From an optimization exercise on the open Yosys and OpenROAD flow, aimed at small area; shortcuts taken in it are not production practice.
The RTL was checked by simulation tests, not by an equivalence proof against the original design.

==> flow/design.v <==
module fsk_rx (
    input  wire        clk,
    input  wire        rst,           
    input  wire        in_valid,
    input  wire [15:0] in_i,
    input  wire [15:0] in_q,
    output reg         db_valid,
    output reg  [7:0]  db_level,
    output reg  [31:0] db_maxsq,
    output reg         hit_valid,
    output reg         byte_valid,
    output reg  [7:0]  byte_data,
    output reg         byte_first,
    output reg         byte_last
);
    localparam [31:0] SYNC_WORD = 32'h8E89BED6;
    function [31:0] db_threshold(input [6:0] idx);
        begin
            case (idx)
                7'd0: db_threshold = 32'd1;
                7'd1: db_threshold = 32'd2;
                7'd2: db_threshold = 32'd2;
                7'd3: db_threshold = 32'd2;
                7'd4: db_threshold = 32'd3;
                7'd5: db_threshold = 32'd3;
                7'd6: db_threshold = 32'd4;
                7'd7: db_threshold = 32'd5;
                7'd8: db_threshold = 32'd6;
                7'd9: db_threshold = 32'd7;
                7'd10: db_threshold = 32'd9;
                7'd11: db_threshold = 32'd11;
                7'd12: db_threshold = 32'd14;
                7'd13: db_threshold = 32'd18;
                7'd14: db_threshold = 32'd22;
                7'd15: db_threshold = 32'd27;
                7'd16: db_threshold = 32'd34;
                7'd17: db_threshold = 32'd43;
                7'd18: db_threshold = 32'd54;
                7'd19: db_threshold = 32'd68;
                7'd20: db_threshold = 32'd86;
                7'd21: db_threshold = 32'd108;
                7'd22: db_threshold = 32'd136;
                7'd23: db_threshold = 32'd171;
                7'd24: db_threshold = 32'd215;
                7'd25: db_threshold = 32'd270;
                7'd26: db_threshold = 32'd340;
                7'd27: db_threshold = 32'd428;
                7'd28: db_threshold = 32'd539;
                7'd29: db_threshold = 32'd678;
                7'd30: db_threshold = 32'd853;
                7'd31: db_threshold = 32'd1074;
                7'd32: db_threshold = 32'd1352;
                7'd33: db_threshold = 32'd1702;
                7'd34: db_threshold = 32'd2143;
                7'd35: db_threshold = 32'd2698;
                7'd36: db_threshold = 32'd3396;
                7'd37: db_threshold = 32'd4275;
                7'd38: db_threshold = 32'd5382;
                7'd39: db_threshold = 32'd6775;
                7'd40: db_threshold = 32'd8530;
                7'd41: db_threshold = 32'd10738;
                7'd42: db_threshold = 32'd13518;
                7'd43: db_threshold = 32'd17018;
                7'd44: db_threshold = 32'd21424;
                7'd45: db_threshold = 32'd26972;
                7'd46: db_threshold = 32'd33955;
                7'd47: db_threshold = 32'd42747;
                7'd48: db_threshold = 32'd53815;
                7'd49: db_threshold = 32'd67749;
                7'd50: db_threshold = 32'd85291;
                7'd51: db_threshold = 32'd107375;
                7'd52: db_threshold = 32'd135177;
                7'd53: db_threshold = 32'd170177;
                7'd54: db_threshold = 32'd214240;
                7'd55: db_threshold = 32'd269712;
                7'd56: db_threshold = 32'd339547;
                7'd57: db_threshold = 32'd427465;
                7'd58: db_threshold = 32'd538146;
                7'd59: db_threshold = 32'd677486;
                7'd60: db_threshold = 32'd852904;
                7'd61: db_threshold = 32'd1073742;
                7'd62: db_threshold = 32'd1351761;
                7'd63: db_threshold = 32'd1701767;
                7'd64: db_threshold = 32'd2142397;
                7'd65: db_threshold = 32'd2697118;
                7'd66: db_threshold = 32'd3395470;
                7'd67: db_threshold = 32'd4274644;
                7'd68: db_threshold = 32'd5381457;
                7'd69: db_threshold = 32'd6774853;
                7'd70: db_threshold = 32'd8529035;
                7'd71: db_threshold = 32'd10737419;
                7'd72: db_threshold = 32'd13517609;
                7'd73: db_threshold = 32'd17017662;
                7'd74: db_threshold = 32'd21423966;
                7'd75: db_threshold = 32'd26971176;
                7'd76: db_threshold = 32'd33954698;
                7'd77: db_threshold = 32'd42746432;
                7'd78: db_threshold = 32'd53814570;
                7'd79: db_threshold = 32'd67748529;
                7'd80: db_threshold = 32'd85290345;
                7'd81: db_threshold = 32'd107374183;
                7'd82: db_threshold = 32'd135176087;
                7'd83: db_threshold = 32'd170176611;
                7'd84: db_threshold = 32'd214239660;
                7'd85: db_threshold = 32'd269711752;
                7'd86: db_threshold = 32'd339546979;
                7'd87: db_threshold = 32'd427464320;
                7'd88: db_threshold = 32'd538145695;
                7'd89: db_threshold = 32'd677485290;
                7'd90: db_threshold = 32'd852903448;
                7'd91: db_threshold = 32'd1073741824;
                7'd92: db_threshold = 32'd1351760868;
                7'd93: db_threshold = 32'd1701766108;
                7'd94: db_threshold = 32'd2142396598;
                default: db_threshold = 32'hFFFFFFFF;
            endcase
        end
    endfunction
    reg [10:0] rawcnt;
    always @(posedge clk) begin
        if (rst)
            rawcnt <= 11'd0;
        else if (in_valid)
            rawcnt <= rawcnt + 11'd1;
    end
    wire sym_take = in_valid && (rawcnt[1:0] == 2'b11);
    wire [14:0] in_i_y = in_i[14:0] ^ {15{in_i[15]}};
    wire p1 = in_i_y[0] & in_i_y[1];
    wire p2 = in_i_y[0] & in_i_y[2];
    wire p3 = in_i_y[0] & in_i_y[3];
    wire p4 = in_i_y[0] & in_i_y[4];
    wire p5 = in_i_y[0] & in_i_y[5];
    wire p6 = in_i_y[0] & in_i_y[6];
    wire p7 = in_i_y[0] & in_i_y[7];
    wire p8 = in_i_y[0] & in_i_y[8];
    wire p9 = in_i_y[0] & in_i_y[9];
    wire p10 = in_i_y[0] & in_i_y[10];
    wire p11 = in_i_y[0] & in_i_y[11];
    wire p12 = in_i_y[0] & in_i_y[12];
    wire p13 = in_i_y[0] & in_i_y[13];
    wire p14 = in_i_y[0] & in_i_y[14];
    wire p15 = in_i[15] & in_i_y[0];
    wire p16 = in_i_y[1] & in_i_y[2];
    wire p17 = in_i_y[1] & in_i_y[3];
    wire p18 = in_i_y[1] & in_i_y[4];
    wire p19 = in_i_y[1] & in_i_y[5];
    wire p20 = in_i_y[1] & in_i_y[6];
    wire p21 = in_i_y[1] & in_i_y[7];
    wire p22 = in_i_y[1] & in_i_y[8];
    wire p23 = in_i_y[1] & in_i_y[9];
    wire p24 = in_i_y[1] & in_i_y[10];
    wire p25 = in_i_y[1] & in_i_y[11];
    wire p26 = in_i_y[1] & in_i_y[12];
    wire p27 = in_i_y[1] & in_i_y[13];
    wire p28 = in_i_y[1] & in_i_y[14];
    wire p29 = in_i[15] & in_i_y[1];
    wire p30 = in_i_y[2] & in_i_y[3];
    wire p31 = in_i_y[2] & in_i_y[4];
    wire p32 = in_i_y[2] & in_i_y[5];
    wire p33 = in_i_y[2] & in_i_y[6];
    wire p34 = in_i_y[2] & in_i_y[7];
    wire p35 = in_i_y[2] & in_i_y[8];
    wire p36 = in_i_y[2] & in_i_y[9];
    wire p37 = in_i_y[2] & in_i_y[10];
    wire p38 = in_i_y[2] & in_i_y[11];
    wire p39 = in_i_y[2] & in_i_y[12];
    wire p40 = in_i_y[2] & in_i_y[13];
    wire p41 = in_i_y[2] & in_i_y[14];
    wire p42 = in_i[15] & in_i_y[2];
    wire p43 = in_i_y[3] & in_i_y[4];
    wire p44 = in_i_y[3] & in_i_y[5];
    wire p45 = in_i_y[3] & in_i_y[6];
    wire p46 = in_i_y[3] & in_i_y[7];
    wire p47 = in_i_y[3] & in_i_y[8];
    wire p48 = in_i_y[3] & in_i_y[9];
    wire p49 = in_i_y[3] & in_i_y[10];
    wire p50 = in_i_y[3] & in_i_y[11];
    wire p51 = in_i_y[3] & in_i_y[12];
    wire p52 = in_i_y[3] & in_i_y[13];
    wire p53 = in_i_y[3] & in_i_y[14];
    wire p54 = in_i[15] & in_i_y[3];
    wire p55 = in_i_y[4] & in_i_y[5];
    wire p56 = in_i_y[4] & in_i_y[6];
    wire p57 = in_i_y[4] & in_i_y[7];
    wire p58 = in_i_y[4] & in_i_y[8];
    wire p59 = in_i_y[4] & in_i_y[9];
    wire p60 = in_i_y[4] & in_i_y[10];
    wire p61 = in_i_y[4] & in_i_y[11];
    wire p62 = in_i_y[4] & in_i_y[12];
    wire p63 = in_i_y[4] & in_i_y[13];
    wire p64 = in_i_y[4] & in_i_y[14];
    wire p65 = in_i[15] & in_i_y[4];
    wire p66 = in_i_y[5] & in_i_y[6];
    wire p67 = in_i_y[5] & in_i_y[7];
    wire p68 = in_i_y[5] & in_i_y[8];
    wire p69 = in_i_y[5] & in_i_y[9];
    wire p70 = in_i_y[5] & in_i_y[10];
    wire p71 = in_i_y[5] & in_i_y[11];
    wire p72 = in_i_y[5] & in_i_y[12];
    wire p73 = in_i_y[5] & in_i_y[13];
    wire p74 = in_i_y[5] & in_i_y[14];
    wire p75 = in_i[15] & in_i_y[5];
    wire p76 = in_i_y[6] & in_i_y[7];
    wire p77 = in_i_y[6] & in_i_y[8];
    wire p78 = in_i_y[6] & in_i_y[9];
    wire p79 = in_i_y[6] & in_i_y[10];
    wire p80 = in_i_y[6] & in_i_y[11];
    wire p81 = in_i_y[6] & in_i_y[12];
    wire p82 = in_i_y[6] & in_i_y[13];
    wire p83 = in_i_y[6] & in_i_y[14];
    wire p84 = in_i[15] & in_i_y[6];
    wire p85 = in_i_y[7] & in_i_y[8];
    wire p86 = in_i_y[7] & in_i_y[9];
    wire p87 = in_i_y[7] & in_i_y[10];
    wire p88 = in_i_y[7] & in_i_y[11];
    wire p89 = in_i_y[7] & in_i_y[12];
    wire p90 = in_i_y[7] & in_i_y[13];
    wire p91 = in_i_y[7] & in_i_y[14];
    wire p92 = in_i[15] & in_i_y[7];
    wire p93 = in_i_y[8] & in_i_y[9];
    wire p94 = in_i_y[8] & in_i_y[10];
    wire p95 = in_i_y[8] & in_i_y[11];
    wire p96 = in_i_y[8] & in_i_y[12];
    wire p97 = in_i_y[8] & in_i_y[13];
    wire p98 = in_i_y[8] & in_i_y[14];
    wire p99 = in_i[15] & in_i_y[8];
    wire p100 = in_i_y[9] & in_i_y[10];
    wire p101 = in_i_y[9] & in_i_y[11];
    wire p102 = in_i_y[9] & in_i_y[12];
    wire p103 = in_i_y[9] & in_i_y[13];
    wire p104 = in_i_y[9] & in_i_y[14];
    wire p105 = in_i[15] & in_i_y[9];
    wire p106 = in_i_y[10] & in_i_y[11];
    wire p107 = in_i_y[10] & in_i_y[12];
    wire p108 = in_i_y[10] & in_i_y[13];
    wire p109 = in_i_y[10] & in_i_y[14];
    wire p110 = in_i[15] & in_i_y[10];
    wire p111 = in_i_y[11] & in_i_y[12];
    wire p112 = in_i_y[11] & in_i_y[13];
    wire p113 = in_i_y[11] & in_i_y[14];
    wire p114 = in_i[15] & in_i_y[11];
    wire p115 = in_i_y[12] & in_i_y[13];
    wire p116 = in_i_y[12] & in_i_y[14];
    wire p117 = in_i[15] & in_i_y[12];
    wire p118 = in_i_y[13] & in_i_y[14];
    wire p119 = in_i[15] & in_i_y[13];
    wire p120 = in_i[15] & in_i_y[14];
    wire [14:0] in_q_y = in_q[14:0] ^ {15{in_q[15]}};
    wire p121 = in_q_y[0] & in_q_y[1];
    wire p122 = in_q_y[0] & in_q_y[2];
    wire p123 = in_q_y[0] & in_q_y[3];
    wire p124 = in_q_y[0] & in_q_y[4];
    wire p125 = in_q_y[0] & in_q_y[5];
    wire p126 = in_q_y[0] & in_q_y[6];
    wire p127 = in_q_y[0] & in_q_y[7];
    wire p128 = in_q_y[0] & in_q_y[8];
    wire p129 = in_q_y[0] & in_q_y[9];
    wire p130 = in_q_y[0] & in_q_y[10];
    wire p131 = in_q_y[0] & in_q_y[11];
    wire p132 = in_q_y[0] & in_q_y[12];
    wire p133 = in_q_y[0] & in_q_y[13];
    wire p134 = in_q_y[0] & in_q_y[14];
    wire p135 = in_q[15] & in_q_y[0];
    wire p136 = in_q_y[1] & in_q_y[2];
    wire p137 = in_q_y[1] & in_q_y[3];
    wire p138 = in_q_y[1] & in_q_y[4];
    wire p139 = in_q_y[1] & in_q_y[5];
    wire p140 = in_q_y[1] & in_q_y[6];
    wire p141 = in_q_y[1] & in_q_y[7];
    wire p142 = in_q_y[1] & in_q_y[8];
    wire p143 = in_q_y[1] & in_q_y[9];
    wire p144 = in_q_y[1] & in_q_y[10];
    wire p145 = in_q_y[1] & in_q_y[11];
    wire p146 = in_q_y[1] & in_q_y[12];
    wire p147 = in_q_y[1] & in_q_y[13];
    wire p148 = in_q_y[1] & in_q_y[14];
    wire p149 = in_q[15] & in_q_y[1];
    wire p150 = in_q_y[2] & in_q_y[3];
    wire p151 = in_q_y[2] & in_q_y[4];
    wire p152 = in_q_y[2] & in_q_y[5];
    wire p153 = in_q_y[2] & in_q_y[6];
    wire p154 = in_q_y[2] & in_q_y[7];
    wire p155 = in_q_y[2] & in_q_y[8];
    wire p156 = in_q_y[2] & in_q_y[9];
    wire p157 = in_q_y[2] & in_q_y[10];
    wire p158 = in_q_y[2] & in_q_y[11];
    wire p159 = in_q_y[2] & in_q_y[12];
    wire p160 = in_q_y[2] & in_q_y[13];
    wire p161 = in_q_y[2] & in_q_y[14];
    wire p162 = in_q[15] & in_q_y[2];
    wire p163 = in_q_y[3] & in_q_y[4];
    wire p164 = in_q_y[3] & in_q_y[5];
    wire p165 = in_q_y[3] & in_q_y[6];
    wire p166 = in_q_y[3] & in_q_y[7];
    wire p167 = in_q_y[3] & in_q_y[8];
    wire p168 = in_q_y[3] & in_q_y[9];
    wire p169 = in_q_y[3] & in_q_y[10];
    wire p170 = in_q_y[3] & in_q_y[11];
    wire p171 = in_q_y[3] & in_q_y[12];
    wire p172 = in_q_y[3] & in_q_y[13];
    wire p173 = in_q_y[3] & in_q_y[14];
    wire p174 = in_q[15] & in_q_y[3];
    wire p175 = in_q_y[4] & in_q_y[5];
    wire p176 = in_q_y[4] & in_q_y[6];
    wire p177 = in_q_y[4] & in_q_y[7];
    wire p178 = in_q_y[4] & in_q_y[8];
    wire p179 = in_q_y[4] & in_q_y[9];
    wire p180 = in_q_y[4] & in_q_y[10];
    wire p181 = in_q_y[4] & in_q_y[11];
    wire p182 = in_q_y[4] & in_q_y[12];
    wire p183 = in_q_y[4] & in_q_y[13];
    wire p184 = in_q_y[4] & in_q_y[14];
    wire p185 = in_q[15] & in_q_y[4];
    wire p186 = in_q_y[5] & in_q_y[6];
    wire p187 = in_q_y[5] & in_q_y[7];
    wire p188 = in_q_y[5] & in_q_y[8];
    wire p189 = in_q_y[5] & in_q_y[9];
    wire p190 = in_q_y[5] & in_q_y[10];
    wire p191 = in_q_y[5] & in_q_y[11];
    wire p192 = in_q_y[5] & in_q_y[12];
    wire p193 = in_q_y[5] & in_q_y[13];
    wire p194 = in_q_y[5] & in_q_y[14];
    wire p195 = in_q[15] & in_q_y[5];
    wire p196 = in_q_y[6] & in_q_y[7];
    wire p197 = in_q_y[6] & in_q_y[8];
    wire p198 = in_q_y[6] & in_q_y[9];
    wire p199 = in_q_y[6] & in_q_y[10];
    wire p200 = in_q_y[6] & in_q_y[11];
    wire p201 = in_q_y[6] & in_q_y[12];
    wire p202 = in_q_y[6] & in_q_y[13];
    wire p203 = in_q_y[6] & in_q_y[14];
    wire p204 = in_q[15] & in_q_y[6];
    wire p205 = in_q_y[7] & in_q_y[8];
    wire p206 = in_q_y[7] & in_q_y[9];
    wire p207 = in_q_y[7] & in_q_y[10];
    wire p208 = in_q_y[7] & in_q_y[11];
    wire p209 = in_q_y[7] & in_q_y[12];
    wire p210 = in_q_y[7] & in_q_y[13];
    wire p211 = in_q_y[7] & in_q_y[14];
    wire p212 = in_q[15] & in_q_y[7];
    wire p213 = in_q_y[8] & in_q_y[9];
    wire p214 = in_q_y[8] & in_q_y[10];
    wire p215 = in_q_y[8] & in_q_y[11];
    wire p216 = in_q_y[8] & in_q_y[12];
    wire p217 = in_q_y[8] & in_q_y[13];
    wire p218 = in_q_y[8] & in_q_y[14];
    wire p219 = in_q[15] & in_q_y[8];
    wire p220 = in_q_y[9] & in_q_y[10];
    wire p221 = in_q_y[9] & in_q_y[11];
    wire p222 = in_q_y[9] & in_q_y[12];
    wire p223 = in_q_y[9] & in_q_y[13];
    wire p224 = in_q_y[9] & in_q_y[14];
    wire p225 = in_q[15] & in_q_y[9];
    wire p226 = in_q_y[10] & in_q_y[11];
    wire p227 = in_q_y[10] & in_q_y[12];
    wire p228 = in_q_y[10] & in_q_y[13];
    wire p229 = in_q_y[10] & in_q_y[14];
    wire p230 = in_q[15] & in_q_y[10];
    wire p231 = in_q_y[11] & in_q_y[12];
    wire p232 = in_q_y[11] & in_q_y[13];
    wire p233 = in_q_y[11] & in_q_y[14];
    wire p234 = in_q[15] & in_q_y[11];
    wire p235 = in_q_y[12] & in_q_y[13];
    wire p236 = in_q_y[12] & in_q_y[14];
    wire p237 = in_q[15] & in_q_y[12];
    wire p238 = in_q_y[13] & in_q_y[14];
    wire p239 = in_q[15] & in_q_y[13];
    wire p240 = in_q[15] & in_q_y[14];
    wire s241 = p9 ^ p22;
    wire c242 = p9 & p22;
    wire s243 = p11 ^ p24 ^ p36;
    wire c244 = (p11 & p24) | (p11 & p36) | (p24 & p36);
    wire s245 = p47 ^ p57;
    wire c246 = p47 & p57;
    wire s247 = p12 ^ p25 ^ p37;
    wire c248 = (p12 & p25) | (p12 & p37) | (p25 & p37);
    wire s249 = p48 ^ p58;
    wire c250 = p48 & p58;
    wire s251 = p13 ^ p26 ^ p38;
    wire c252 = (p13 & p26) | (p13 & p38) | (p26 & p38);
    wire s253 = p49 ^ p59 ^ p68;
    wire c254 = (p49 & p59) | (p49 & p68) | (p59 & p68);
    wire s255 = p76 ^ in_i_y[7] ^ p119;
    wire c256 = (p76 & in_i_y[7]) | (p76 & p119) | (in_i_y[7] & p119);
    wire s257 = p133 ^ p146;
    wire c258 = p133 & p146;
    wire s259 = p14 ^ p27 ^ p39;
    wire c260 = (p14 & p27) | (p14 & p39) | (p27 & p39);
    wire s261 = p50 ^ p60 ^ p69;
    wire c262 = (p50 & p60) | (p50 & p69) | (p60 & p69);
    wire s263 = p77 ^ p120 ^ p134;
    wire c264 = (p77 & p120) | (p77 & p134) | (p120 & p134);
    wire s265 = p147 ^ p159;
    wire c266 = p147 & p159;
    wire s267 = p28 ^ p40 ^ p51;
    wire c268 = (p28 & p40) | (p28 & p51) | (p40 & p51);
    wire s269 = p61 ^ p70 ^ p78;
    wire c270 = (p61 & p70) | (p61 & p78) | (p70 & p78);
    wire s271 = p85 ^ in_i_y[8] ^ p148;
    wire c272 = (p85 & in_i_y[8]) | (p85 & p148) | (in_i_y[8] & p148);
    wire s273 = p160 ^ p171;
    wire c274 = p160 & p171;
    wire s275 = p41 ^ p52 ^ p62;
    wire c276 = (p41 & p52) | (p41 & p62) | (p52 & p62);
    wire s277 = p71 ^ p79;
    wire c278 = p71 & p79;
    wire s279 = p53 ^ p63 ^ p72;
    wire c280 = (p53 & p63) | (p53 & p72) | (p63 & p72);
    wire s281 = p80 ^ p87;
    wire c282 = p80 & p87;
    wire s283 = p5 ^ p18;
    wire c284 = p5 & p18;
    wire s285 = p7 ^ p20 ^ p32;
    wire c286 = (p7 & p20) | (p7 & p32) | (p20 & p32);
    wire s287 = p43 ^ in_i_y[4];
    wire c288 = p43 & in_i_y[4];
    wire s289 = p8 ^ p21 ^ p33;
    wire c290 = (p8 & p21) | (p8 & p33) | (p21 & p33);
    wire s291 = p44 ^ p99;
    wire c292 = p44 & p99;
    wire s293 = s241 ^ p34 ^ p45;
    wire c294 = (s241 & p34) | (s241 & p45) | (p34 & p45);
    wire s295 = p55 ^ in_i_y[5] ^ p105;
    wire c296 = (p55 & in_i_y[5]) | (p55 & p105) | (in_i_y[5] & p105);
    wire s297 = p129 ^ p142 ^ p154;
    wire c298 = (p129 & p142) | (p129 & p154) | (p142 & p154);
    wire s299 = p10 ^ p23 ^ p35;
    wire c300 = (p10 & p23) | (p10 & p35) | (p23 & p35);
    wire s301 = p46 ^ p56 ^ p110;
    wire c302 = (p46 & p56) | (p46 & p110) | (p56 & p110);
    wire s303 = p130 ^ p143 ^ p155;
    wire c304 = (p130 & p143) | (p130 & p155) | (p143 & p155);
    wire s305 = p166 ^ p176;
    wire c306 = p166 & p176;
    wire s307 = s243 ^ s245 ^ p66;
    wire c308 = (s243 & s245) | (s243 & p66) | (s245 & p66);
    wire s309 = in_i_y[6] ^ p114 ^ p131;
    wire c310 = (in_i_y[6] & p114) | (in_i_y[6] & p131) | (p114 & p131);
    wire s311 = p144 ^ p156 ^ p167;
    wire c312 = (p144 & p156) | (p144 & p167) | (p156 & p167);
    wire s313 = p177 ^ p186 ^ in_q_y[6];
    wire c314 = (p177 & p186) | (p177 & in_q_y[6]) | (p186 & in_q_y[6]);
    wire s315 = s247 ^ s249 ^ p67;
    wire c316 = (s247 & s249) | (s247 & p67) | (s249 & p67);
    wire s317 = p117 ^ p132 ^ p145;
    wire c318 = (p117 & p132) | (p117 & p145) | (p132 & p145);
    wire s319 = p157 ^ p168 ^ p178;
    wire c320 = (p157 & p168) | (p157 & p178) | (p168 & p178);
    wire s321 = p187 ^ p237 ^ c244;
    wire c322 = (p187 & p237) | (p187 & c244) | (p237 & c244);
    wire s323 = s251 ^ s253 ^ s255;
    wire c324 = (s251 & s253) | (s251 & s255) | (s253 & s255);
    wire s325 = s257 ^ p158 ^ p169;
    wire c326 = (s257 & p158) | (s257 & p169) | (p158 & p169);
    wire s327 = p179 ^ p188 ^ p196;
    wire c328 = (p179 & p188) | (p179 & p196) | (p188 & p196);
    wire s329 = in_q_y[7] ^ p239 ^ c248;
    wire c330 = (in_q_y[7] & p239) | (in_q_y[7] & c248) | (p239 & c248);
    wire s331 = s259 ^ s261 ^ s263;
    wire c332 = (s259 & s261) | (s259 & s263) | (s261 & s263);
    wire s333 = s265 ^ p170 ^ p180;
    wire c334 = (s265 & p170) | (s265 & p180) | (p170 & p180);
    wire s335 = p189 ^ p197 ^ p240;
    wire c336 = (p189 & p197) | (p189 & p240) | (p197 & p240);
    wire s337 = c252 ^ c254 ^ c256;
    wire c338 = (c252 & c254) | (c252 & c256) | (c254 & c256);
    wire s339 = s267 ^ s269 ^ s271;
    wire c340 = (s267 & s269) | (s267 & s271) | (s269 & s271);
    wire s341 = s273 ^ p181 ^ p190;
    wire c342 = (s273 & p181) | (s273 & p190) | (p181 & p190);
    wire s343 = p198 ^ p205 ^ in_q_y[8];
    wire c344 = (p198 & p205) | (p198 & in_q_y[8]) | (p205 & in_q_y[8]);
    wire s345 = c260 ^ c262 ^ c264;
    wire c346 = (c260 & c262) | (c260 & c264) | (c262 & c264);
    wire s347 = s275 ^ s277 ^ p86;
    wire c348 = (s275 & s277) | (s275 & p86) | (s277 & p86);
    wire s349 = p161 ^ p172 ^ p182;
    wire c350 = (p161 & p172) | (p161 & p182) | (p172 & p182);
    wire s351 = p191 ^ p199 ^ p206;
    wire c352 = (p191 & p199) | (p191 & p206) | (p199 & p206);
    wire s353 = c268 ^ c270 ^ c272;
    wire c354 = (c268 & c270) | (c268 & c272) | (c270 & c272);
    wire s355 = s279 ^ s281 ^ p93;
    wire c356 = (s279 & s281) | (s279 & p93) | (s281 & p93);
    wire s357 = in_i_y[9] ^ p173 ^ p183;
    wire c358 = (in_i_y[9] & p173) | (in_i_y[9] & p183) | (p173 & p183);
    wire s359 = p192 ^ p200 ^ p207;
    wire c360 = (p192 & p200) | (p192 & p207) | (p200 & p207);
    wire s361 = p213 ^ in_q_y[9] ^ c276;
    wire c362 = (p213 & in_q_y[9]) | (p213 & c276) | (in_q_y[9] & c276);
    wire s363 = p64 ^ p73 ^ p81;
    wire c364 = (p64 & p73) | (p64 & p81) | (p73 & p81);
    wire s365 = p88 ^ p94 ^ p184;
    wire c366 = (p88 & p94) | (p88 & p184) | (p94 & p184);
    wire s367 = p193 ^ p201 ^ p208;
    wire c368 = (p193 & p201) | (p193 & p208) | (p201 & p208);
    wire s369 = p214 ^ c280;
    wire c370 = p214 & c280;
    wire s371 = p74 ^ p82 ^ p89;
    wire c372 = (p74 & p82) | (p74 & p89) | (p82 & p89);
    wire s373 = p95 ^ p100 ^ in_i_y[10];
    wire c374 = (p95 & p100) | (p95 & in_i_y[10]) | (p100 & in_i_y[10]);
    wire s375 = p194 ^ p202 ^ p209;
    wire c376 = (p194 & p202) | (p194 & p209) | (p202 & p209);
    wire s377 = p215 ^ p220;
    wire c378 = p215 & p220;
    wire s379 = p83 ^ p90 ^ p96;
    wire c380 = (p83 & p90) | (p83 & p96) | (p90 & p96);
    wire s381 = p101 ^ p203;
    wire c382 = p101 & p203;
    wire s383 = p91 ^ p97 ^ p102;
    wire c384 = (p91 & p97) | (p91 & p102) | (p97 & p102);
    wire s385 = p106 ^ in_i_y[11];
    wire c386 = p106 & in_i_y[11];
    wire s387 = p3 ^ p16 ^ in_i_y[2];
    wire c388 = (p3 & p16) | (p3 & in_i_y[2]) | (p16 & in_i_y[2]);
    wire s389 = p4 ^ p17;
    wire c390 = p4 & p17;
    wire s391 = s283 ^ p30 ^ in_i_y[3];
    wire c392 = (s283 & p30) | (s283 & in_i_y[3]) | (p30 & in_i_y[3]);
    wire s393 = p75 ^ p125 ^ p138;
    wire c394 = (p75 & p125) | (p75 & p138) | (p125 & p138);
    wire s395 = p6 ^ p19 ^ p31;
    wire c396 = (p6 & p19) | (p6 & p31) | (p19 & p31);
    wire s397 = p84 ^ p126 ^ p139;
    wire c398 = (p84 & p126) | (p84 & p139) | (p126 & p139);
    wire s399 = p151 ^ p204;
    wire c400 = p151 & p204;
    wire s401 = s285 ^ s287 ^ p92;
    wire c402 = (s285 & s287) | (s285 & p92) | (s287 & p92);
    wire s403 = p127 ^ p140 ^ p152;
    wire c404 = (p127 & p140) | (p127 & p152) | (p140 & p152);
    wire s405 = p163 ^ in_q_y[4] ^ p212;
    wire c406 = (p163 & in_q_y[4]) | (p163 & p212) | (in_q_y[4] & p212);
    wire s407 = s289 ^ s291 ^ p128;
    wire c408 = (s289 & s291) | (s289 & p128) | (s291 & p128);
    wire s409 = p141 ^ p153 ^ p164;
    wire c410 = (p141 & p153) | (p141 & p164) | (p153 & p164);
    wire s411 = p219 ^ c286 ^ c288;
    wire c412 = (p219 & c286) | (p219 & c288) | (c286 & c288);
    wire s413 = s293 ^ s295 ^ s297;
    wire c414 = (s293 & s295) | (s293 & s297) | (s295 & s297);
    wire s415 = p165 ^ p175 ^ in_q_y[5];
    wire c416 = (p165 & p175) | (p165 & in_q_y[5]) | (p175 & in_q_y[5]);
    wire s417 = p225 ^ c290 ^ c292;
    wire c418 = (p225 & c290) | (p225 & c292) | (c290 & c292);
    wire s419 = s299 ^ s301 ^ s303;
    wire c420 = (s299 & s301) | (s299 & s303) | (s301 & s303);
    wire s421 = s305 ^ p230 ^ c242;
    wire c422 = (s305 & p230) | (s305 & c242) | (p230 & c242);
    wire s423 = c294 ^ c296 ^ c298;
    wire c424 = (c294 & c296) | (c294 & c298) | (c296 & c298);
    wire s425 = s307 ^ s309 ^ s311;
    wire c426 = (s307 & s309) | (s307 & s311) | (s309 & s311);
    wire s427 = s313 ^ p234 ^ c300;
    wire c428 = (s313 & p234) | (s313 & c300) | (p234 & c300);
    wire s429 = c302 ^ c304 ^ c306;
    wire c430 = (c302 & c304) | (c302 & c306) | (c304 & c306);
    wire s431 = s315 ^ s317 ^ s319;
    wire c432 = (s315 & s317) | (s315 & s319) | (s317 & s319);
    wire s433 = s321 ^ c246 ^ c308;
    wire c434 = (s321 & c246) | (s321 & c308) | (c246 & c308);
    wire s435 = c310 ^ c312 ^ c314;
    wire c436 = (c310 & c312) | (c310 & c314) | (c312 & c314);
    wire s437 = s323 ^ s325 ^ s327;
    wire c438 = (s323 & s325) | (s323 & s327) | (s325 & s327);
    wire s439 = s329 ^ c250 ^ c316;
    wire c440 = (s329 & c250) | (s329 & c316) | (c250 & c316);
    wire s441 = c318 ^ c320 ^ c322;
    wire c442 = (c318 & c320) | (c318 & c322) | (c320 & c322);
    wire s443 = s331 ^ s333 ^ s335;
    wire c444 = (s331 & s333) | (s331 & s335) | (s333 & s335);
    wire s445 = s337 ^ c258 ^ c324;
    wire c446 = (s337 & c258) | (s337 & c324) | (c258 & c324);
    wire s447 = c326 ^ c328 ^ c330;
    wire c448 = (c326 & c328) | (c326 & c330) | (c328 & c330);
    wire s449 = s339 ^ s341 ^ s343;
    wire c450 = (s339 & s341) | (s339 & s343) | (s341 & s343);
    wire s451 = s345 ^ c266 ^ c332;
    wire c452 = (s345 & c266) | (s345 & c332) | (c266 & c332);
    wire s453 = c334 ^ c336 ^ c338;
    wire c454 = (c334 & c336) | (c334 & c338) | (c336 & c338);
    wire s455 = s347 ^ s349 ^ s351;
    wire c456 = (s347 & s349) | (s347 & s351) | (s349 & s351);
    wire s457 = s353 ^ c274 ^ c340;
    wire c458 = (s353 & c274) | (s353 & c340) | (c274 & c340);
    wire s459 = c342 ^ c344 ^ c346;
    wire c460 = (c342 & c344) | (c342 & c346) | (c344 & c346);
    wire s461 = s355 ^ s357 ^ s359;
    wire c462 = (s355 & s357) | (s355 & s359) | (s357 & s359);
    wire s463 = s361 ^ c278 ^ c348;
    wire c464 = (s361 & c278) | (s361 & c348) | (c278 & c348);
    wire s465 = c350 ^ c352 ^ c354;
    wire c466 = (c350 & c352) | (c350 & c354) | (c352 & c354);
    wire s467 = s363 ^ s365 ^ s367;
    wire c468 = (s363 & s365) | (s363 & s367) | (s365 & s367);
    wire s469 = s369 ^ c282 ^ c356;
    wire c470 = (s369 & c282) | (s369 & c356) | (c282 & c356);
    wire s471 = c358 ^ c360 ^ c362;
    wire c472 = (c358 & c360) | (c358 & c362) | (c360 & c362);
    wire s473 = s371 ^ s373 ^ s375;
    wire c474 = (s371 & s373) | (s371 & s375) | (s373 & s375);
    wire s475 = s377 ^ in_q_y[10] ^ c364;
    wire c476 = (s377 & in_q_y[10]) | (s377 & c364) | (in_q_y[10] & c364);
    wire s477 = c366 ^ c368 ^ c370;
    wire c478 = (c366 & c368) | (c366 & c370) | (c368 & c370);
    wire s479 = s379 ^ s381 ^ p210;
    wire c480 = (s379 & s381) | (s379 & p210) | (s381 & p210);
    wire s481 = p216 ^ p221 ^ c372;
    wire c482 = (p216 & p221) | (p216 & c372) | (p221 & c372);
    wire s483 = c374 ^ c376 ^ c378;
    wire c484 = (c374 & c376) | (c374 & c378) | (c376 & c378);
    wire s485 = s383 ^ s385 ^ p211;
    wire c486 = (s383 & s385) | (s383 & p211) | (s385 & p211);
    wire s487 = p217 ^ p222 ^ p226;
    wire c488 = (p217 & p222) | (p217 & p226) | (p222 & p226);
    wire s489 = in_q_y[11] ^ c380 ^ c382;
    wire c490 = (in_q_y[11] & c380) | (in_q_y[11] & c382) | (c380 & c382);
    wire s491 = p98 ^ p103 ^ p107;
    wire c492 = (p98 & p103) | (p98 & p107) | (p103 & p107);
    wire s493 = p218 ^ p223 ^ p227;
    wire c494 = (p218 & p223) | (p218 & p227) | (p223 & p227);
    wire s495 = c384 ^ c386;
    wire c496 = c384 & c386;
    wire s497 = p104 ^ p108 ^ p111;
    wire c498 = (p104 & p108) | (p104 & p111) | (p108 & p111);
    wire s499 = in_i_y[12] ^ p224 ^ p228;
    wire c500 = (in_i_y[12] & p224) | (in_i_y[12] & p228) | (p224 & p228);
    wire s501 = p231 ^ in_q_y[12];
    wire c502 = p231 & in_q_y[12];
    wire s503 = p109 ^ p112;
    wire c504 = p109 & p112;
    wire s505 = p113 ^ p115;
    wire c506 = p113 & p115;
    wire s507 = p1 ^ in_i_y[1] ^ p29;
    wire c508 = (p1 & in_i_y[1]) | (p1 & p29) | (in_i_y[1] & p29);
    wire s509 = p2 ^ p42;
    wire c510 = p2 & p42;
    wire s511 = s387 ^ p54 ^ p123;
    wire c512 = (s387 & p54) | (s387 & p123) | (p54 & p123);
    wire s513 = p136 ^ in_q_y[2];
    wire c514 = p136 & in_q_y[2];
    wire s515 = s389 ^ p65 ^ p124;
    wire c516 = (s389 & p65) | (s389 & p124) | (p65 & p124);
    wire s517 = p137 ^ p185 ^ c388;
    wire c518 = (p137 & p185) | (p137 & c388) | (p185 & c388);
    wire s519 = s391 ^ s393 ^ p150;
    wire c520 = (s391 & s393) | (s391 & p150) | (s393 & p150);
    wire s521 = in_q_y[3] ^ p195 ^ c390;
    wire c522 = (in_q_y[3] & p195) | (in_q_y[3] & c390) | (p195 & c390);
    wire s523 = s395 ^ s397 ^ s399;
    wire c524 = (s395 & s397) | (s395 & s399) | (s397 & s399);
    wire s525 = c284 ^ c392 ^ c394;
    wire c526 = (c284 & c392) | (c284 & c394) | (c392 & c394);
    wire s527 = s401 ^ s403 ^ s405;
    wire c528 = (s401 & s403) | (s401 & s405) | (s403 & s405);
    wire s529 = c396 ^ c398 ^ c400;
    wire c530 = (c396 & c398) | (c396 & c400) | (c398 & c400);
    wire s531 = s407 ^ s409 ^ s411;
    wire c532 = (s407 & s409) | (s407 & s411) | (s409 & s411);
    wire s533 = c402 ^ c404 ^ c406;
    wire c534 = (c402 & c404) | (c402 & c406) | (c404 & c406);
    wire s535 = s413 ^ s415 ^ s417;
    wire c536 = (s413 & s415) | (s413 & s417) | (s415 & s417);
    wire s537 = c408 ^ c410 ^ c412;
    wire c538 = (c408 & c410) | (c408 & c412) | (c410 & c412);
    wire s539 = s419 ^ s421 ^ s423;
    wire c540 = (s419 & s421) | (s419 & s423) | (s421 & s423);
    wire s541 = c414 ^ c416 ^ c418;
    wire c542 = (c414 & c416) | (c414 & c418) | (c416 & c418);
    wire s543 = s425 ^ s427 ^ s429;
    wire c544 = (s425 & s427) | (s425 & s429) | (s427 & s429);
    wire s545 = c420 ^ c422 ^ c424;
    wire c546 = (c420 & c422) | (c420 & c424) | (c422 & c424);
    wire s547 = s431 ^ s433 ^ s435;
    wire c548 = (s431 & s433) | (s431 & s435) | (s433 & s435);
    wire s549 = c426 ^ c428 ^ c430;
    wire c550 = (c426 & c428) | (c426 & c430) | (c428 & c430);
    wire s551 = s437 ^ s439 ^ s441;
    wire c552 = (s437 & s439) | (s437 & s441) | (s439 & s441);
    wire s553 = c432 ^ c434 ^ c436;
    wire c554 = (c432 & c434) | (c432 & c436) | (c434 & c436);
    wire s555 = s443 ^ s445 ^ s447;
    wire c556 = (s443 & s445) | (s443 & s447) | (s445 & s447);
    wire s557 = c438 ^ c440 ^ c442;
    wire c558 = (c438 & c440) | (c438 & c442) | (c440 & c442);
    wire s559 = s449 ^ s451 ^ s453;
    wire c560 = (s449 & s451) | (s449 & s453) | (s451 & s453);
    wire s561 = c444 ^ c446 ^ c448;
    wire c562 = (c444 & c446) | (c444 & c448) | (c446 & c448);
    wire s563 = s455 ^ s457 ^ s459;
    wire c564 = (s455 & s457) | (s455 & s459) | (s457 & s459);
    wire s565 = c450 ^ c452 ^ c454;
    wire c566 = (c450 & c452) | (c450 & c454) | (c452 & c454);
    wire s567 = s461 ^ s463 ^ s465;
    wire c568 = (s461 & s463) | (s461 & s465) | (s463 & s465);
    wire s569 = c456 ^ c458 ^ c460;
    wire c570 = (c456 & c458) | (c456 & c460) | (c458 & c460);
    wire s571 = s467 ^ s469 ^ s471;
    wire c572 = (s467 & s469) | (s467 & s471) | (s469 & s471);
    wire s573 = c462 ^ c464 ^ c466;
    wire c574 = (c462 & c464) | (c462 & c466) | (c464 & c466);
    wire s575 = s473 ^ s475 ^ s477;
    wire c576 = (s473 & s475) | (s473 & s477) | (s475 & s477);
    wire s577 = c468 ^ c470 ^ c472;
    wire c578 = (c468 & c470) | (c468 & c472) | (c470 & c472);
    wire s579 = s479 ^ s481 ^ s483;
    wire c580 = (s479 & s481) | (s479 & s483) | (s481 & s483);
    wire s581 = c474 ^ c476 ^ c478;
    wire c582 = (c474 & c476) | (c474 & c478) | (c476 & c478);
    wire s583 = s485 ^ s487 ^ s489;
    wire c584 = (s485 & s487) | (s485 & s489) | (s487 & s489);
    wire s585 = c480 ^ c482 ^ c484;
    wire c586 = (c480 & c482) | (c480 & c484) | (c482 & c484);
    wire s587 = s491 ^ s493 ^ s495;
    wire c588 = (s491 & s493) | (s491 & s495) | (s493 & s495);
    wire s589 = c486 ^ c488 ^ c490;
    wire c590 = (c486 & c488) | (c486 & c490) | (c488 & c490);
    wire s591 = s497 ^ s499 ^ s501;
    wire c592 = (s497 & s499) | (s497 & s501) | (s499 & s501);
    wire s593 = c492 ^ c494 ^ c496;
    wire c594 = (c492 & c494) | (c492 & c496) | (c494 & c496);
    wire s595 = s503 ^ p229 ^ p232;
    wire c596 = (s503 & p229) | (s503 & p232) | (p229 & p232);
    wire s597 = c498 ^ c500 ^ c502;
    wire c598 = (c498 & c500) | (c498 & c502) | (c500 & c502);
    wire s599 = s505 ^ in_i_y[13] ^ p233;
    wire c600 = (s505 & in_i_y[13]) | (s505 & p233) | (in_i_y[13] & p233);
    wire s601 = p235 ^ in_q_y[13] ^ c504;
    wire c602 = (p235 & in_q_y[13]) | (p235 & c504) | (in_q_y[13] & c504);
    wire s603 = p116 ^ p236;
    wire c604 = p116 & p236;
    wire s605 = p118 ^ in_i_y[14];
    wire c606 = p118 & in_i_y[14];
    wire s607 = in_i_y[0] ^ in_i[15];
    wire c608 = in_i_y[0] & in_i[15];
    wire s609 = s507 ^ p121;
    wire c610 = s507 & p121;
    wire s611 = s509 ^ p122 ^ p162;
    wire c612 = (s509 & p122) | (s509 & p162) | (p122 & p162);
    wire s613 = s511 ^ s513 ^ p174;
    wire c614 = (s511 & s513) | (s511 & p174) | (s513 & p174);
    wire s615 = s515 ^ s517 ^ c512;
    wire c616 = (s515 & s517) | (s515 & c512) | (s517 & c512);
    wire s617 = s519 ^ s521 ^ c516;
    wire c618 = (s519 & s521) | (s519 & c516) | (s521 & c516);
    wire s619 = s523 ^ s525 ^ c520;
    wire c620 = (s523 & s525) | (s523 & c520) | (s525 & c520);
    wire s621 = s527 ^ s529 ^ c524;
    wire c622 = (s527 & s529) | (s527 & c524) | (s529 & c524);
    wire s623 = s531 ^ s533 ^ c528;
    wire c624 = (s531 & s533) | (s531 & c528) | (s533 & c528);
    wire s625 = s535 ^ s537 ^ c532;
    wire c626 = (s535 & s537) | (s535 & c532) | (s537 & c532);
    wire s627 = s539 ^ s541 ^ c536;
    wire c628 = (s539 & s541) | (s539 & c536) | (s541 & c536);
    wire s629 = s543 ^ s545 ^ c540;
    wire c630 = (s543 & s545) | (s543 & c540) | (s545 & c540);
    wire s631 = s547 ^ s549 ^ c544;
    wire c632 = (s547 & s549) | (s547 & c544) | (s549 & c544);
    wire s633 = s551 ^ s553 ^ c548;
    wire c634 = (s551 & s553) | (s551 & c548) | (s553 & c548);
    wire s635 = s555 ^ s557 ^ c552;
    wire c636 = (s555 & s557) | (s555 & c552) | (s557 & c552);
    wire s637 = s559 ^ s561 ^ c556;
    wire c638 = (s559 & s561) | (s559 & c556) | (s561 & c556);
    wire s639 = s563 ^ s565 ^ c560;
    wire c640 = (s563 & s565) | (s563 & c560) | (s565 & c560);
    wire s641 = s567 ^ s569 ^ c564;
    wire c642 = (s567 & s569) | (s567 & c564) | (s569 & c564);
    wire s643 = s571 ^ s573 ^ c568;
    wire c644 = (s571 & s573) | (s571 & c568) | (s573 & c568);
    wire s645 = s575 ^ s577 ^ c572;
    wire c646 = (s575 & s577) | (s575 & c572) | (s577 & c572);
    wire s647 = s579 ^ s581 ^ c576;
    wire c648 = (s579 & s581) | (s579 & c576) | (s581 & c576);
    wire s649 = s583 ^ s585 ^ c580;
    wire c650 = (s583 & s585) | (s583 & c580) | (s585 & c580);
    wire s651 = s587 ^ s589 ^ c584;
    wire c652 = (s587 & s589) | (s587 & c584) | (s589 & c584);
    wire s653 = s591 ^ s593 ^ c588;
    wire c654 = (s591 & s593) | (s591 & c588) | (s593 & c588);
    wire s655 = s595 ^ s597 ^ c592;
    wire c656 = (s595 & s597) | (s595 & c592) | (s597 & c592);
    wire s657 = s599 ^ s601 ^ c596;
    wire c658 = (s599 & s601) | (s599 & c596) | (s601 & c596);
    wire s659 = s603 ^ c506 ^ c600;
    wire c660 = (s603 & c506) | (s603 & c600) | (c506 & c600);
    wire s661 = s605 ^ p238 ^ in_q_y[14];
    wire c662 = (s605 & p238) | (s605 & in_q_y[14]) | (p238 & in_q_y[14]);
    wire s663 = s607 ^ in_q_y[0];
    wire c664 = s607 & in_q_y[0];
    wire s665 = p15 ^ p135 ^ c608;
    wire c666 = (p15 & p135) | (p15 & c608) | (p135 & c608);
    wire s667 = s609 ^ in_q_y[1] ^ p149;
    wire c668 = (s609 & in_q_y[1]) | (s609 & p149) | (in_q_y[1] & p149);
    wire s669 = s611 ^ c508 ^ c610;
    wire c670 = (s611 & c508) | (s611 & c610) | (c508 & c610);
    wire s671 = s613 ^ c510 ^ c612;
    wire c672 = (s613 & c510) | (s613 & c612) | (c510 & c612);
    wire s673 = s615 ^ c514 ^ c614;
    wire c674 = (s615 & c514) | (s615 & c614) | (c514 & c614);
    wire s675 = s617 ^ c518 ^ c616;
    wire c676 = (s617 & c518) | (s617 & c616) | (c518 & c616);
    wire s677 = s619 ^ c522 ^ c618;
    wire c678 = (s619 & c522) | (s619 & c618) | (c522 & c618);
    wire s679 = s621 ^ c526 ^ c620;
    wire c680 = (s621 & c526) | (s621 & c620) | (c526 & c620);
    wire s681 = s623 ^ c530 ^ c622;
    wire c682 = (s623 & c530) | (s623 & c622) | (c530 & c622);
    wire s683 = s625 ^ c534 ^ c624;
    wire c684 = (s625 & c534) | (s625 & c624) | (c534 & c624);
    wire s685 = s627 ^ c538 ^ c626;
    wire c686 = (s627 & c538) | (s627 & c626) | (c538 & c626);
    wire s687 = s629 ^ c542 ^ c628;
    wire c688 = (s629 & c542) | (s629 & c628) | (c542 & c628);
    wire s689 = s631 ^ c546 ^ c630;
    wire c690 = (s631 & c546) | (s631 & c630) | (c546 & c630);
    wire s691 = s633 ^ c550 ^ c632;
    wire c692 = (s633 & c550) | (s633 & c632) | (c550 & c632);
    wire s693 = s635 ^ c554 ^ c634;
    wire c694 = (s635 & c554) | (s635 & c634) | (c554 & c634);
    wire s695 = s637 ^ c558 ^ c636;
    wire c696 = (s637 & c558) | (s637 & c636) | (c558 & c636);
    wire s697 = s639 ^ c562 ^ c638;
    wire c698 = (s639 & c562) | (s639 & c638) | (c562 & c638);
    wire s699 = s641 ^ c566 ^ c640;
    wire c700 = (s641 & c566) | (s641 & c640) | (c566 & c640);
    wire s701 = s643 ^ c570 ^ c642;
    wire c702 = (s643 & c570) | (s643 & c642) | (c570 & c642);
    wire s703 = s645 ^ c574 ^ c644;
    wire c704 = (s645 & c574) | (s645 & c644) | (c574 & c644);
    wire s705 = s647 ^ c578 ^ c646;
    wire c706 = (s647 & c578) | (s647 & c646) | (c578 & c646);
    wire s707 = s649 ^ c582 ^ c648;
    wire c708 = (s649 & c582) | (s649 & c648) | (c582 & c648);
    wire s709 = s651 ^ c586 ^ c650;
    wire c710 = (s651 & c586) | (s651 & c650) | (c586 & c650);
    wire s711 = s653 ^ c590 ^ c652;
    wire c712 = (s653 & c590) | (s653 & c652) | (c590 & c652);
    wire s713 = s655 ^ c594 ^ c654;
    wire c714 = (s655 & c594) | (s655 & c654) | (c594 & c654);
    wire s715 = s657 ^ c598 ^ c656;
    wire c716 = (s657 & c598) | (s657 & c656) | (c598 & c656);
    wire s717 = s659 ^ c602 ^ c658;
    wire c718 = (s659 & c602) | (s659 & c658) | (c602 & c658);
    wire s719 = s661 ^ c604 ^ c660;
    wire c720 = (s661 & c604) | (s661 & c660) | (c604 & c660);
    wire s721 = c606 ^ c662;
    wire c722 = c606 & c662;
    wire [31:0] sq_a = {1'b0, c722, s721, s719, s717, s715, s713, s711, s709, s707, s705, s703, s701, s699, s697, s695, s693, s691, s689, s687, s685, s683, s681, s679, s677, s675, s673, s671, s669, s667, s665, s663};
    wire [31:0] sq_b = {1'b0, 1'b0, c720, c718, c716, c714, c712, c710, c708, c706, c704, c702, c700, c698, c696, c694, c692, c690, c688, c686, c684, c682, c680, c678, c676, c674, c672, c670, c668, c666, c664, in_q[15]};
    wire [31:0] mag = sq_a + sq_b;
    reg [31:0] curmax;
    always @(posedge clk) begin
        if (in_valid && (rawcnt == 11'd0 || mag > curmax))
            curmax <= mag;
    end
    always @(posedge clk) begin
        if (rst)
            db_valid <= 1'b0;
        else
            db_valid <= in_valid && (rawcnt == 11'd2047);
    end
    reg [94:0] db_reach;
    reg [6:0]  db_index;
    integer    k;
    always @(*) begin
        for (k = 0; k < 95; k = k + 1)
            db_reach[k] = (curmax >= db_threshold(k[6:0]));
        db_index = 7'd0;
        for (k = 0; k < 95; k = k + 1)
            if (k == 94)
                db_index = db_index | ({7{db_reach[k]}} & k[6:0]);
            else
                db_index = db_index | ({7{db_reach[k] & ~db_reach[k+1]}} & k[6:0]);
        if (curmax == 32'd0)
            db_level = 8'h80;
        else
            db_level = {1'b0, db_index} - 8'd91;
        db_maxsq = curmax;
    end
    reg signed [15:0] ci, cq;        
    reg        [15:0] pi, pq;        
    reg               have_prev;
    reg               busy;
    reg        [1:0]  step;
    reg signed [17:0] acc;
    reg               sticky;
    wire        top   = (step == 2'd3);
    wire signed [4:0] pi_c = {top & pi[3], pi[3:0]};
    wire signed [4:0] pq_c = {top & pq[3], pq[3:0]};
    wire signed [21:0] term = cq * pi_c - ci * pq_c;
    wire signed [21:0] usum = acc + term;
    wire        bit_now = ~usum[21] && ((|usum) || sticky);
    wire        bit_valid = busy && top;
    always @(posedge clk) begin
        if (sym_take) begin
            ci <= in_i;
            cq <= in_q;
            pi <= ci;
            pq <= cq;
        end else begin
            pi <= {4'd0, pi[15:4]};
            pq <= {4'd0, pq[15:4]};
        end
    end
    always @(posedge clk) begin
        if (rst) begin
            have_prev <= 1'b0;
            busy      <= 1'b0;
            step      <= 2'd0;
        end else if (sym_take) begin
            have_prev <= 1'b1;
            busy      <= have_prev;
            step      <= 2'd0;
        end else begin
            step <= step + 2'd1;
            if (top)
                busy <= 1'b0;
        end
    end
    always @(posedge clk) begin
        if (sym_take) begin
            acc    <= 18'd0;
            sticky <= 1'b0;
        end else begin
            acc    <= usum[21:4];
            sticky <= sticky | (|usum[3:0]);
        end
    end
    localparam [1:0] S_BEGIN   = 2'd0;
    localparam [1:0] S_HEADER  = 2'd1;
    localparam [1:0] S_PAYLOAD = 2'd2;
    reg [1:0]  state;
    reg [31:0] win;
    reg [11:0] cnt;
    reg        evt;        
    wire [31:0] win_next = {bit_now, win[31:1]};
    wire        cnt_zero = (cnt == 12'd0);
    always @(posedge clk) begin
        if (bit_valid)
            win <= win_next;
    end
    always @(posedge clk) begin
        if (rst) begin
            state <= S_BEGIN;
            cnt   <= 12'd31;
            evt   <= 1'b0;
        end else begin
            evt <= bit_valid;
            if (bit_valid) begin
                case (state)
                    S_BEGIN: begin
                        if (cnt_zero) begin
                            if (win_next == SYNC_WORD) begin
                                state <= S_HEADER;
                                cnt   <= 12'd15;
                            end
                        end else
                            cnt <= cnt - 12'd1;
                    end
                    S_HEADER: begin
                        if (cnt_zero) begin
                            state <= S_PAYLOAD;
                            cnt   <= {win_next[31:24] + 9'd2, 3'b111};
                        end else
                            cnt <= cnt - 12'd1;
                    end
                    default: begin
                        if (cnt_zero) begin
                            state <= S_BEGIN;
                            cnt   <= 12'd31;
                        end else
                            cnt <= cnt - 12'd1;
                    end
                endcase
            end
        end
    end
    always @(*) begin
        hit_valid  = evt && (state == S_HEADER) && (cnt == 12'd15);
        byte_valid = evt && (((state == S_HEADER) && (cnt == 12'd7)) ||
                             ((state == S_PAYLOAD) && (cnt[2:0] == 3'd7)) ||
                             ((state == S_BEGIN) && (cnt == 12'd31)));
        byte_data  = win[31:24];
        byte_first = (state == S_HEADER);
        byte_last  = (state == S_BEGIN);
    end
endmodule
==> flow/run.sh <==
#!/bin/bash
# synth_recipe.tcl (not shown) runs the flow's synth.tcl, then flattens the netlist and writes it again
# the make line also repeats each setting of config.mk as NAME=value (left out here)
make -C /OpenROAD-flow-scripts/flow DESIGN_CONFIG=/design/flow/config.mk WORK_HOME=/design/flow/orfs CLKGATE_MAP_FILE= SYNTH_SCRIPT=/design/flow/synth_recipe.tcl finish
==> flow/config.mk <==
export PLATFORM = sky130hd
export DESIGN_NAME = fsk_rx
export DESIGN_NICKNAME = fsk_rx
export VERILOG_FILES = /design/flow/design.v
export SDC_FILE = /design/flow/constraint.sdc
export NUM_CORES = 4
export LEC_CHECK = 0
export CAP_MARGIN = 20
export CORE_MARGIN = 2
export CORE_UTILIZATION = 40
export SLEW_MARGIN = 20
==> flow/constraint.sdc <==
create_clock -name core_clock -period 12.0 [get_ports {clk}]
set_input_delay 2.4000 -clock core_clock [delete_from_list [all_inputs] [get_ports {clk}]]
set_output_delay 2.4000 -clock core_clock [all_outputs]
set_load 0.01 [all_outputs]
==> results_dict.tcl <==
set metrics [dict create \
    status "timing/DRC/antenna clean" \
    worstSetupStartpointType "input port" \
    hold_ws_ns 0.423 \
    synth_edf_count 95 \
    post_drt_via_cell_ratio 5.91 \
    grt_max_degree 76 \
    ctsHoldBuffers 0 \
    reg2reg_from "pi[3]" \
    rows 95 \
    synth_cell_types 106 \
    maxSlewViolCount 0 \
    drc 0 \
    critPathMaxFanout 22 \
    min_path_cells 2 \
    crit_required_ns 12.19 \
    synth_nets 3708 \
    fin_crit_ns 11.39 \
    finalHoldViolCount 0 \
    ys_async_sr_fraction_pct 0 \
    cts_made_buffers 17 \
    cts.htree.levels 4 \
    worstMarginPinSlew_ns 1.05 \
    worst_path_most_repeated_cell "fa_1" \
    gr-total-overflow 0 \
    max_freq_ghz 0.0878 \
    synth_seq_cells 177 \
    multi_input_area_mm2 0.0200 \
    reg2reg_slack_ns 3.02 \
    cp.arrival_ns 11.58 \
    max-cap-violations 0 \
    dieWidth_um 264 \
    yosysSeqAreaShare_pct 16.7 \
    rsz0062_at_grt "false" \
    dr.pass1.iters 6 \
    clk_pin_slew_ns 0.07 \
    reg2reg_depth 22 \
    fillers 6733 \
    drtIter0Drc 2464 \
    fin_nets 3723 \
    min_to "pi[2]" \
    drt_wl_total_mm 99.9 \
    timing.setup.tns_ns 0 \
    yosysWarnings 1 \
    routed_wire_length_per_instance_um 24.8 \
    seqCellArea_mm2 0.00449 \
    die_area_mm2 0.0694 \
    start_util_pct 40.3 \
    drive_gt1_share_pct 7.26 \
    syn2layout_area_growth_pct 8.84 \
    vias 23797 \
    cts-root-buf "clkbuf_16" \
    cts_sinks 177 \
    synthFlopType "edfxtp_1" \
    cts_resized 0 \
    crit_type "input port to flip-flop" \
    place.gp.congestion 1.01 \
    portBuffers 87 \
    met3_usage_pct 7.40 \
    clk_latency_ns 0.49 \
    fin_crit_sh_pct 94.9 \
    io_pins 88 \
    post-cts-setup-buffer-count 0 \
    grt_antenna_before_repair 4 \
    n_antenna_cell 0 \
    fin_skew_ns 0.0114 \
    worst_path_largest_cell_delay_ns 0.60 \
    busiest_layer "met2" \
    hold_path_class "flip-flop to flip-flop" \
    antenna_left 0 \
    fp.dieH_um 264 \
    reg2reg_to "cnt[4]" \
    track_usage_pct 29.2 \
    first_global_vias 24286 \
    cts_buffer_depth 2 \
    grt_use_met2_pct 44.0 \
    hpwl_mm 78.8 \
    use_met1_pct 39.8 \
    tritoncts "built" \
    grt_first_pass_wirelength_mm 153 \
    cp-end-kind "flip-flop" \
    coreArea_mm2 0.0669 \
    worstHoldStart "pi[6]" \
    synth_cells 3127 \
    slowest_stage "o311ai_0" \
    finalSetupViolations 0 \
    synth_area_mm2 0.0269 \
    slew_headroom_pct 28.1 \
    synth_area_per_cell_um2 8.61 \
]
==> kinds of logic (layout without fill, tap and decap cells) <==
| logic type | after synthesis | in the layout | share of synthesized area (%) |
|---|---|---|---|
| AND/OR/NAND/NOR | 1160 | 1160 | 22.2 |
| buffers and inverters | 621 | 649 | 9.16 |
| adder cells (fa/ha/maj) | 546 | 546 | 35.1 |
| AO/OA/AOI/OAI | 529 | 529 | 13.8 |
| flip-flops | 177 | 177 | 16.7 |
| XOR/XNOR | 88 | 88 | 2.86 |
| multiplexers | 6 | 6 | 0.223 |
==> synth_stat cells, drive strengths merged (8+ instances only) <==
master     n  area share, %
inv      456            6.4
fa       350             26
nor2     336            4.7
nand2    263            3.7
ha       196            9.1
a21oi    103            1.9
edfxtp    95             11
o21ai     89            1.7
clkbuf    82            1.1
dfxtp     82            6.1
buf       81            1.6
or2       77            1.8
and2      75            1.7
nor3      69            1.3
xnor2     60            2.0
nand3     57            1.1
nand4     51            1.2
a31oi     40           0.95
nor4      38            1.1
nor2b     35           0.81
a21o      34           0.95
and3      32           0.74
xor2      28           0.91
nand2b    25           0.61
o21a      25           0.70
a211oi    22           0.65
o31ai     20           0.56
or3       20           0.46
o211ai    19           0.55
o2111ai   16           0.52
or4       15           0.47
o21bai    14           0.39
a31o      12           0.39
a2111oi   11           0.40
a211o     11           0.36
nor4bb    11           0.41
a21boi    10           0.28
o311ai    10           0.33
o31a      10           0.33
nand3b     9           0.25
nand4b     9           0.29
nor4b      8           0.35
o311a      8           0.30
==> stage by stage <==
step / setup WS [ns] / cells / util, % / instance area [um2]
after floorplan: 0.450 / 3127 / - / 26900
after global placement: 0.0227 / 3995 / 42.9 / 28700
after detailed placement: -0.168 / 3995 / 42.9 / 28700
after CTS: 0.323 / 4027 / 43.8 / 29300
after global routing: 0.00507 / 4028 / 43.8 / 29300
final: 0.611 / 4028 / 43.8 / 29300
==> state kept, by name, summed over array words and instances (netlist names), 2 cells and up <==
| name | flops |
|---|---|
| pq | 16 |
| step | 2 |
| curmax | 32 |
| acc | 18 |
| cq | 16 |
| state | 2 |
| pi | 16 |
| rawcnt | 11 |
| win | 31 |
| cnt | 12 |
| ci | 16 |
==> cell type report <==
class                           count  area share (%)
Clock buffer                       21            1.57
Clock inverter                     11           0.397
Inverter                          458            5.86
Multi-Input combinational cell   2329            68.2
Sequential cell                   177            15.3
Tap cell                          873            3.73
Timing Repair Buffer              159            4.92
==> worst max-delay path, delay by kind of cell <==
| kind | cells | cell delay [ns] |
|---|---|---|
| compound gates | 8 | 2.34 |
| xor+xnor | 1 | 0.17 |
| fa+ha+maj | 9 | 4.17 |
| buf+inv | 6 | 1.06 |
| simple gates | 7 | 1.41 |
==> layout by cell type, fill, tap and decap left out, drive strengths merged, types with 21 or more instances in the layout <==
master         instances
a21oi                103
and2                  75
a211oi                22
nand2                263
a31oi                 40
nand4                 51
fa                   350
o21a                  25
nor3                  69
or2                   77
nor2b                 35
a21o                  34
nand2b                25
xnor2                 60
clkbuf                21
clkdlybuf4s50         87
nor4                  38
inv                  462
o21ai                 89
buf                   72
ha                   196
nor2                 336
nand3                 57
and3                  32
edfxtp                95
dfxtp                 82
xor2                  28
==> worst max-delay path by stage <==
stage               startpoint         to  slack [ns]
global route           in_i[2]  curmax[3]       0.005
global placement       in_i[2]  curmax[6]        0.02
finish                 in_i[2]  curmax[1]        0.61
floorplan              in_i[0]  curmax[0]        0.45
detailed placement     in_i[2]  curmax[5]       -0.17
CTS                    in_i[2]  curmax[3]        0.32
==> layer usage <==
| layer | routed length (um) | vias to the layer above |
|---|---|---|
| met2 | 43600 | 1095 |
| met3 | 9260 | 262 |
| met5 | 48 | - |
| li1 | - | 10562 |
| met1 | 42600 | 11870 |
| met4 | 4370 | 8 |

==> static timing again, ports no longer ideal <==
In the flow no input, the clock included, has a driving cell. The finished layout below was timed again as built, in two steps.
Step 1, drivers: a clkbuf_16 drives clk and a buf_2 each remaining input, both assumed.
Step 2 times the ports against the registers' clock, not the clock port: input delays grow and output delays shrink by t, the midpoint of the rising clock arrivals with the driver on.
Three values: ideal, step 1, step 2; two values: the first two.
t (ns): 0.541
setup WS [ns]: 0.611 / 0.645 / 0.104
slew at the worst register clock pin (ns): 0.08 / 0.08
After both steps setup and hold are still met in this run. The setup slack of this run moves by +0.034 ns with the drivers and by -0.507 ns with both steps.
